This design comes from an exercise in tuning for small area, a short achievable clock period and few clock cycles on the open sky130 flow, not from production work.
Function was checked by simulation only, so behaviour that the tests miss may differ from the original.
No activity file was given, so power comes from the tool's default toggle rates.

main:
==> flow/design.v (excerpt) <==
module passende_enc (
    input  wire        clk,
    input  wire        rst,             
    input  wire [6:0]  cfg_dpg,
    input  wire [1:0]  cfg_round,       
    input  wire [5:0]  cfg_mask_len,
    input  wire [62:0] cfg_mask,
    input  wire        cmd_valid,
    output wire        cmd_ready,
    input  wire [7:0]  cmd,
    input  wire [31:0] op_min,
    input  wire [31:0] op_max,
    input  wire [31:0] op_val,
    input  wire [31:0] op_n,
    output wire        rsp_valid,
    input  wire        rsp_ready,
    output wire [1:0]  rsp_kind,
    output wire [31:0] rsp_cnt,
    output wire        out_valid,
    input  wire        out_ready,
    output wire [7:0]  out_char
);
Size in the first run: about 270 flip-flops, roughly 260 I/O pins.
Settings: LEC_CHECK=0, CAP_MARGIN=20, CORE_MARGIN=2, CORE_UTILIZATION=25, PLACE_DENSITY=0.5, SETUP_SLACK_MARGIN=5, SLEW_MARGIN=20, TNS_END_PERCENT=5; clock period 10.0 ns.
standard.sh (not shown) runs the stock make flow with config.mk's settings and CLKGATE_MAP_FILE= SYNTH_SCRIPT=/design/flow/synth_recipe.tcl, a recipe that flattens the netlist after the stock synthesis.
==> flow/flow/run.sh <==
#!/bin/bash
set -euo pipefail
bash standard.sh SETUP_SLACK_MARGIN=5.5 finish > standard_flow.log 2>&1
Testbench counts of main, summed over its fixed seeds: cycles 16,110.
Relative to main, the following input files were edited for the feature branch:
==> flow/run.sh (new file) <==
#!/bin/bash
# synth_recipe.tcl (not shown) runs the flow's synth.tcl, then flattens the netlist and writes it again
# the make line also repeats each setting of config.mk as NAME=value (left out here)
make -C /OpenROAD-flow-scripts/flow DESIGN_CONFIG=/design/flow/config.mk WORK_HOME=/design/flow/orfs CLKGATE_MAP_FILE= SYNTH_SCRIPT=/design/flow/synth_recipe.tcl finish
removed: flow/flow/run.sh
removed: flow/standard.sh
==> run summary <==
- The feature branch closes out successfully: all stages finished, all timing, DRC and antenna checks passed.
- Taking main as the reference, in the feature branch final period demand of the worst path picked up an extra 0.43 ns, detailed placer's ending HPWL lost 680 um, final design utilization lost 1.5 points.
- [compare] base=main new=the feature branch: worst clock skew on the final layout comparable; part of the total power dissipated in combinational logic went down by 1.8 points; total power lower.
- The feature branch gives less average wire per standard cell than main did.
- Worst reg2reg path depth for the feature branch is higher than for main.
- Share of the synthesized netlist area taken by xor and xnor gates of the feature branch is on par with main.
- The feature branch gives more critical path depth than main did.
- In the feature branch, the actual slew at the worst max-slew pin came out 0.051 ns above the value in main.

========
passende_enc, a different RTL version from the one above (not shown whole).
Size: about 3000 cells after synthesis, ~260 flip-flops, roughly 260 I/O pins, ~25000 um2 of cells after synthesis.
export LEC_CHECK = 0
export CAP_MARGIN = 20
export CORE_MARGIN = 2
export CORE_UTILIZATION = 25
export CTS_CLUSTER_DIAMETER = 80
export CTS_CLUSTER_SIZE = 30
export PLACE_DENSITY = 0.5
export SETUP_SLACK_MARGIN = 5
export SLEW_MARGIN = 20
export TNS_END_PERCENT = 5
create_clock -name core_clock -period 10.0 [get_ports {clk}]
==> flow/flow/run.sh <==
#!/bin/bash
set -euo pipefail
bash standard.sh SETUP_SLACK_MARGIN=5.6 finish > standard_flow.log 2>&1
The baseline produced a clean layout.
Testbench counts at the start, summed over its fixed seeds: cycles 16,110.
Then changed:
==> flow/flow/run.sh (replaced) <==
#!/bin/bash
set -euo pipefail
bash standard.sh SETUP_SLACK_MARGIN=5.5 finish > standard_flow.log 2>&1
--- a/flow/config.mk
+++ b/flow/config.mk
@@ -10,4 +10,2 @@
 export CORE_UTILIZATION = 25
-export CTS_CLUSTER_DIAMETER = 80
-export CTS_CLUSTER_SIZE = 30
 export PLACE_DENSITY = 0.5
@@ -15,2 +13,2 @@
 export SLEW_MARGIN = 20
-export TNS_END_PERCENT = 5
+export TNS_END_PERCENT = 0
Result:
- The new run produced a clean layout
- cell area shrinks by about 3%
- area after synthesis is unchanged
- worst hold slack stays flat
- first-iteration DRC count grows by 1.4%
Then changed:
--- a/flow/config.mk
+++ b/flow/config.mk
@@ -13,2 +13,2 @@
 export SLEW_MARGIN = 20
-export TNS_END_PERCENT = 0
+export TNS_END_PERCENT = 5
=>
- The new run produced a clean layout
- final area rises by 1.4%
- core utilization rose by 0.45 points
- non-clock buffer count increases by 22
- setup slack improves by 0.12 ns

-- separate check: timing with driven ports --
Ports are ideal in the flow. The routed layouts listed here were re-timed in OpenROAD.
Step 1 (the two cells are an assumption about what drives the block):
set clk [get_ports {clk}]
set_driving_cell -lib_cell sky130_fd_sc_hd__clkbuf_16 $clk
set_driving_cell -lib_cell sky130_fd_sc_hd__buf_2 [delete_from_list [all_inputs] $clk]
Step 2 adds t to the input delays and takes it off the output delays; t is the mean of the earliest and latest rising clock arrival at the registers after step 1. Input paths then give back, and output paths get back, about the clock's delay inside the block.
a / b / c = no drivers / after step 1 / after step 2; a / b = the first two.
| run | t, ns | setup WS [ns] | worst hold slack (ns) | worst setup path after step 2 | slew at the worst register clock pin (ns) |
|---|---|---|---|---|---|
| main | 0.663 | 5.460 / 5.442 / 4.779 | 0.483 / 0.483 / 0.483 | input to register | 0.06 / 0.06 |
| the feature branch | 0.645 | 5.029 / 5.029 / 4.384 | 0.481 / 0.481 / 0.481 | input to register | 0.07 / 0.07 |
| the first run of note 2 | 0.661 | 5.564 / 5.586 / 4.937 | 0.460 / 0.460 / 0.460 | input to register | 0.10 / 0.10 |
| the second run of note 2 | 0.625 | 5.376 / 5.410 / 4.785 | 0.458 / 0.458 / 0.458 | input to register | 0.06 / 0.06 |
| the third run of note 2 | 0.635 | 5.500 / 5.513 / 4.878 | 0.458 / 0.458 / 0.458 | input to register | 0.07 / 0.07 |
After both steps setup and hold are still met in every run listed. For main, which loses most, drivers alone change the setup slack by -0.018 ns; drivers and shift together by -0.681 ns.
